From an optimization exercise on the open Yosys and OpenROAD flow, aimed at small area, a short achievable clock period and few clock cycles per item; shortcuts taken in it are not production practice.
RTL that was checked went through simulation tests only; none was proved equivalent to the original.

==> job 1113 <==
==> flow/design.v <==
module ct_meas (
    input  wire        clk,
    input  wire        rst,         
    input  wire        start,       
    input  wire        mode,        
    input  wire [1:0]  chan,        
    input  wire [15:0] raw,         
    output reg         ready,
    output reg         done,
    output reg         accept,
    output reg  [1:0]  chan_next,
    output wire [34:0] ohms,
    output wire [15:0] vmv,
    output wire [27:0] digits,      
    output reg         alert
);
    localparam [1:0] F_IDLE  = 2'd0,
                     F_NODIV = 2'd1,
                     F_DIV   = 2'd2;
    localparam [26:0] VDIV  = 27'd48904255;    
    localparam [26:0] VDIV3 = 27'd12495037;    
    reg [1:0]  state;
    reg [15:0] s;
    reg [17:0] s6;             
    reg [1:0]  ch;
    reg        md;
    reg        slo, shi;       
    reg [26:0] rem;            
    reg [4:0]  cnt;            
    reg        step1, step2;   
    reg [1:0]  xb;             
    reg [1:0]  qd;             
    reg [34:0] q;
    reg [27:0] bcd;
    reg        fin;            
    reg        b_md, b_neg, b_acc, b_al;
    reg [1:0]  b_ch, b_cn;
    reg        vneg;           
    wire neg  = s[15];
    wire last = (cnt == 5'd1);
    assign ohms   = q;
    assign vmv    = q[15:0] ^ {16{vneg}};
    assign digits = bcd;
    wire take = start && ready;
    wire signed [15:0] sraw = raw;
    wire in_lo  = (sraw <= 16'sd8000);
    wire in_hi  = (sraw >= 16'sd24000);
    wire in_pos = !raw[15] && (raw != 16'd0);
    wire in_acc = (!in_lo && !in_hi) || (chan == 2'd3 && in_lo) ||
                  (chan == 2'd0 && in_hi);
    wire in_nodiv = !mode && (!in_acc || !in_pos);
    wire [1:0] lsel = raw[14] ? 2'd3 : (raw[13] || chan != 2'd3) ? 2'd2 :
                      raw[12] ? 2'd1 : 2'd0;
    reg [15:0] r_init;
    reg [4:0]  k_init;
    reg [1:0]  x_init;
    always @(*) begin
        case ({chan, lsel})
            {2'd0, 2'd3}: begin r_init = 16'd15776 | {12'd0, raw[15:12]}; k_init = 5'd6; x_init = {raw[11], raw[10]}; end
            {2'd0, 2'd2}: begin r_init = 16'd15776 | {12'd0, raw[15:12]}; k_init = 5'd6; x_init = {raw[11], raw[10]}; end
            {2'd1, 2'd3}: begin r_init = 16'd9750; k_init = 5'd8; x_init = {raw[15], raw[14]}; end
            {2'd1, 2'd2}: begin r_init = 16'd9750; k_init = 5'd8; x_init = {raw[15], raw[14]}; end
            {2'd2, 2'd3}: begin r_init = 16'd25000; k_init = 5'd9; x_init = {1'b0, 1'b0}; end
            {2'd2, 2'd2}: begin r_init = 16'd6250; k_init = 5'd10; x_init = {1'b0, 1'b0}; end
            {2'd3, 2'd3}: begin r_init = 16'd10437; k_init = 5'd11; x_init = {1'b1, 1'b0}; end
            {2'd3, 2'd2}: begin r_init = 16'd10437; k_init = 5'd11; x_init = {1'b1, 1'b0}; end
            {2'd3, 2'd1}: begin r_init = 16'd2609; k_init = 5'd12; x_init = {1'b0, 1'b1}; end
            {2'd3, 2'd0}: begin r_init = 16'd0; k_init = 5'd18; x_init = {1'b1, 1'b0}; end
            default: begin r_init = 16'bx; k_init = 5'bx; x_init = 2'bx; end
        endcase
    end
    wire [26:0] rem_init = mode ? {2'b0, {raw, 9'd373} ^ {25{raw[15]}}} : {11'd0, r_init};
    wire [4:0]  cnt_init = mode ? 5'd8 : k_init;
    wire [1:0]  xb_init  = mode ? {raw[15], raw[15]} : x_init;
    wire       acc_i = md || (!slo && !shi) || (ch == 2'd3 && slo) ||
                       (ch == 2'd0 && shi);
    wire [1:0] cn_i  = (md || acc_i) ? ch : slo ? ch + 2'd1 : ch - 2'd1;
    reg [19:0] kc;
    always @(*) begin
        case (ch)
            2'd0:    kc = 20'd986;
            2'd1:    kc = 20'd9750;
            2'd2:    kc = 20'd100000;
            default: kc = 20'd668000;
        endcase
    end
    wire [5:0]  c_nx  = {cnt - 5'd1, 1'b0};
    wire [15:0] vtail = neg ? 16'd58368 : 16'd8192;
    wire [35:0] xres  = {kc, s};                  
    wire [1:0]  xb_nx = ready ? xb_init :
                        c_nx < 6'd2 ? 2'b00 :
                        md ? {vtail[c_nx[3:0] - 4'd1], vtail[c_nx[3:0] - 4'd2]} :
                        {xres[c_nx - 6'd1], xres[c_nx - 6'd2]};
    wire        sgn   = rem[26];
    wire [26:0] t     = {rem[25:0], xb[1]};            
    wire [26:0] t4    = {rem[24:0], xb};               
    wire [26:0] dvs   = md ? VDIV : {10'd0, s, 1'b0};   
    wire [26:0] dvs3  = md ? VDIV3 : {9'd0, s6};        
    wire [27:0] ad_w  = {t, 1'b1} + {dvs ^ {27{!sgn}}, !sgn};    
    wire        sgn2  = ad_w[27];
    wire [27:0] adp_w = {t4, 1'b1} + {sgn ? dvs : ~dvs3, !sgn};
    wire [27:0] adn_w = {t4, 1'b1} + {sgn ? dvs3 : ~dvs, !sgn};
    wire [26:0] rem_n = sgn2 ? adn_w[27:1] : adp_w[27:1];
    wire [1:0]  qb    = {!sgn2, !rem_n[26]};
    function automatic [27:0] add3(input [27:0] b);
        integer n;
        reg [3:0] d;
        begin
            for (n = 0; n < 7; n = n + 1) begin
                d = b[4*n +: 4];
                add3[4*n+3] = d[3] | (d[2] & d[1]) | (d[2] & d[0]);
                add3[4*n+2] = (d[3] & d[0]) | (d[2] & !d[1] & !d[0]);
                add3[4*n+1] = (d[3] & !d[0]) | (!d[2] & d[1]) | (d[1] & d[0]);
                add3[4*n+0] = (d[3] & !d[0]) | (!d[3] & !d[2] & d[0]) |
                              (d[2] & d[1] & !d[0]);
            end
        end
    endfunction
    integer i;
    wire [27:0] bcd_h   = add3({bcd[26:0], qd[1]});    
    wire [27:0] bcd_sh  = {bcd_h[26:0], qd[0]};        
    wire [27:0] bcd_adj = add3(bcd_sh);
    reg [19:0] kneg;
    always @(*) begin
        case ({b_md, b_ch})
            3'd0:    kneg = 20'd1047590;  
            3'd1:    kneg = 20'd1038826;  
            3'd2:    kneg = 20'd948576;   
            3'd3:    kneg = 20'd380576;   
            default: kneg = 20'd0;
        endcase
    end
    wire [34:0] q_sh  = {q[32:0], qd};
    wire [20:0] lo_s  = {1'b0, q_sh[19:0]} + {1'b0, kneg};
    wire [14:0] hi_m1 = q_sh[34:20] - 15'd1;
    wire [34:0] q_cor = {(!b_md && !lo_s[20]) ? hi_m1 : q_sh[34:20], lo_s[19:0]};
    reg [27:0] kb6;
    always @(*) begin
        case ({b_md, b_ch})
            3'd0:    kb6 = 28'hFFFF67A;    
            3'd1:    kb6 = 28'hFFF68B6;    
            3'd2:    kb6 = 28'hFF66666;    
            3'd3:    kb6 = 28'hF998666;    
            default: kb6 = 28'h6666666;
        endcase
    end
    wire [29:0] bc_w  = {1'b0, bcd_sh, 1'b1} + {1'b0, kb6, b_md && b_neg};
    wire [27:0] xs    = bc_w[28:1];
    wire [6:0]  dcy;
    genvar g;
    generate
        for (g = 0; g < 6; g = g + 1) begin : dcarry
            assign dcy[g] = xs[4*g+4] ^ bcd_sh[4*g+4] ^ kb6[4*g+4];
        end
    endgenerate
    assign dcy[6] = bc_w[29];
    reg [27:0] bcd_cor;
    always @(*) begin
        for (i = 0; i < 7; i = i + 1)
            bcd_cor[4*i +: 4] = dcy[i] ? xs[4*i +: 4] : xs[4*i +: 4] - 4'd6;
    end
    always @(posedge clk) begin
        if (ready) begin
            s   <= raw;
            s6  <= {raw, 2'b00} + {1'b0, raw, 1'b0};
            ch  <= chan;
            md  <= mode;
            slo <= in_lo;
            shi <= in_hi;
        end
        rem   <= ready ? rem_init : rem_n;
        cnt   <= ready ? cnt_init : cnt - 5'd1;
        xb    <= xb_nx;
        qd    <= qb;
        step1 <= take && !in_nodiv;
        step2 <= step1;
        if (state != F_IDLE && (step1 || state == F_NODIV)) begin
            b_md  <= md;
            b_neg <= neg;
            b_ch  <= ch;
            b_acc <= acc_i;
            b_cn  <= cn_i;
            b_al  <= !md && ch == 2'd0 && !neg && s >= 16'd30295;
        end
        accept    <= b_acc;
        chan_next <= b_cn;
        vneg      <= b_md && b_neg;
        alert     <= b_al;
        if (fin) begin
            q   <= q_cor;
            bcd <= bcd_cor;
        end else if (step2) begin
            q   <= {33'd0, qd};
            bcd <= {26'd0, qd};
        end else begin
            q   <= q_sh;
            bcd <= bcd_adj;
        end
        if (rst) begin
            state <= F_IDLE;
            fin   <= 1'b0;
            done  <= 1'b0;
            ready <= 1'b1;
        end else begin
            ready <= take ? in_nodiv : (state != F_DIV || cnt <= 5'd2);
            done <= fin;
            fin  <= (state == F_NODIV) || (state == F_DIV && last);
            if (take)
                state <= in_nodiv ? F_NODIV : F_DIV;
            else if (state != F_DIV || last)
                state <= F_IDLE;
        end
    end
endmodule
==> flow/flow/run.sh <==
#!/bin/bash
# Own flow: the standard layout (standard synthesis unchanged), with
# - port buffers of a plain buffer cell (every port still gets one).
set -euo pipefail
MARGIN=$(cat flow/margin.txt)
PORTBUF=$(cat flow/portbuf.txt)
bash standard.sh SETUP_SLACK_MARGIN="$MARGIN" "BUFFER_PORTS_ARGS=-buffer_cell $PORTBUF" finish > flow_standard.log 2>&1
==> flow/flow/margin.txt <==
5.5
==> flow/flow/portbuf.txt <==
sky130_fd_sc_hd__buf_2
==> flow/standard.sh <==
#!/bin/bash
# synth_recipe.tcl (not shown) runs the flow's synth.tcl, then flattens the netlist and writes it again
# the make line also repeats each setting of config.mk as NAME=value (left out here)
make -C /OpenROAD-flow-scripts/flow DESIGN_CONFIG=/design/flow/config.mk WORK_HOME=/design/flow/orfs CLKGATE_MAP_FILE= SYNTH_SCRIPT=/design/flow/synth_recipe.tcl "${@:-finish}"
==> flow/config.mk <==
export PLATFORM = sky130hd
export DESIGN_NAME = ct_meas
export DESIGN_NICKNAME = ct_meas
export VERILOG_FILES = /design/flow/design.v
export SDC_FILE = /design/flow/constraint.sdc
export NUM_CORES = 4
export LEC_CHECK = 0
export CAP_MARGIN = 20
export CORE_MARGIN = 2
export CORE_UTILIZATION = 60
export CTS_BUF_LIST = sky130_fd_sc_hd__clkbuf_4 sky130_fd_sc_hd__clkbuf_8
export PLACE_DENSITY = 0.65
export SETUP_SLACK_MARGIN = 5
export SLEW_MARGIN = 20
==> flow/constraint.sdc <==
create_clock -name core_clock -period 10.0 [get_ports {clk}]
set_input_delay 2.0000 -clock core_clock [delete_from_list [all_inputs] [get_ports {clk}]]
set_output_delay 2.0000 -clock core_clock [all_outputs]
set_load 0.01 [all_outputs]
==> job 7747 (differences from job 1113) <==
--- a/flow/design.v
+++ b/flow/design.v
@@ -102,3 +102,3 @@
     wire [27:0] adn_w = {t4, 1'b1} + {sgn ? dvs3 : ~dvs, !sgn};
-    wire [26:0] rem_n = sgn2 ? adn_w[27:1] : adp_w[27:1];
+    wire [26:0] rem_n = (adn_w[27:1] & {27{sgn2}}) | (adp_w[27:1] & {27{!sgn2}});
     wire [1:0]  qb    = {!sgn2, !rem_n[26]};
==> flow/flow/margin.txt (replaced) <==
6.0
==> results.py <==
metrics = {
    "layout": {
        "nFillCells": 1817,
        "inverters": 83,
        "multiInputGateArea_um2": 9204,
    },
    "run_status": {
        "outcome": "finished clean",
    },
    "worst_setup_path": {
        "startpoint": "md",
        "cp.arrival_ns": 5.73,
        "r2r_slack_ns": 4.61,
    },
    "place": {
        "place_inst": 1883,
    },
    "route": {
        "drt_iter0_drc": 761,
    },
    "sta": {
        "slew_headroom": 0.3560,
        "setup_slack_ns": 4.610,
    },
    "global_routing": {
        "grt_pass1_vias": 11160,
        "grt_max_degree": 55,
        "track_usage": 0.3102,
    },
    "clock_tree": {
        "clk_latency_ns": 0.47,
    },
}
(the above is from job 1113)
==> results.py <==
metrics = {
    "layout": {
        "inverters": 93,
        "multiInputGateArea_um2": 10930,
    },
    "worst_setup_path": {
        "r2r_slack_ns": 5.87,
        "startpoint": "b_md",
    },
    "global_routing": {
        "grt_max_degree": 71,
        "grt_pass1_vias": 13020,
        "track_usage": 0.3180,
    },
    "route": {
        "drt_iter0_drc": 1253,
    },
    "run_status": {
        "outcome": "finished clean",
    },
    "clock_tree": {
        "clk_latency_ns": 0.49,
    },
    "sta": {
        "slew_headroom": 0.3472,
    },
}
(the above is from job 7747)
Testbench counts of job 7747, summed over its fixed seeds: cycles 14,789, items 2,048.
For job 1113, only the layout was checked, not whether the RTL still works.

what the ideal ports hide:
Ports are ideal in the flow. The routed layouts listed here were re-timed in OpenROAD. Step 1 assumes that a clkbuf_16 drives the clock port and a buf_2 every other input. Step 2 times the ports against the registers' clock, not the clock port: input delays grow and output delays shrink by t, the midpoint of the rising clock arrivals with the driver on. Slacks: no drivers / after step 1 / after step 2; pairs: no drivers / after step 1.
run	t, ns	slack for setup (ns)	latest minus earliest clock arrival (ns)	worst register clock-pin slew, ns
job 1113	0.507	4.610 / 4.610 / 4.610	0.019 / 0.020	0.11 / 0.11
job 7747	0.534	5.873 / 5.873 / 5.613	0.022 / 0.022	0.11 / 0.11
After both steps every run listed still meets setup and hold. For job 7747, which loses most, drivers alone change the setup slack by 0.000 ns; drivers and shift together by -0.260 ns.
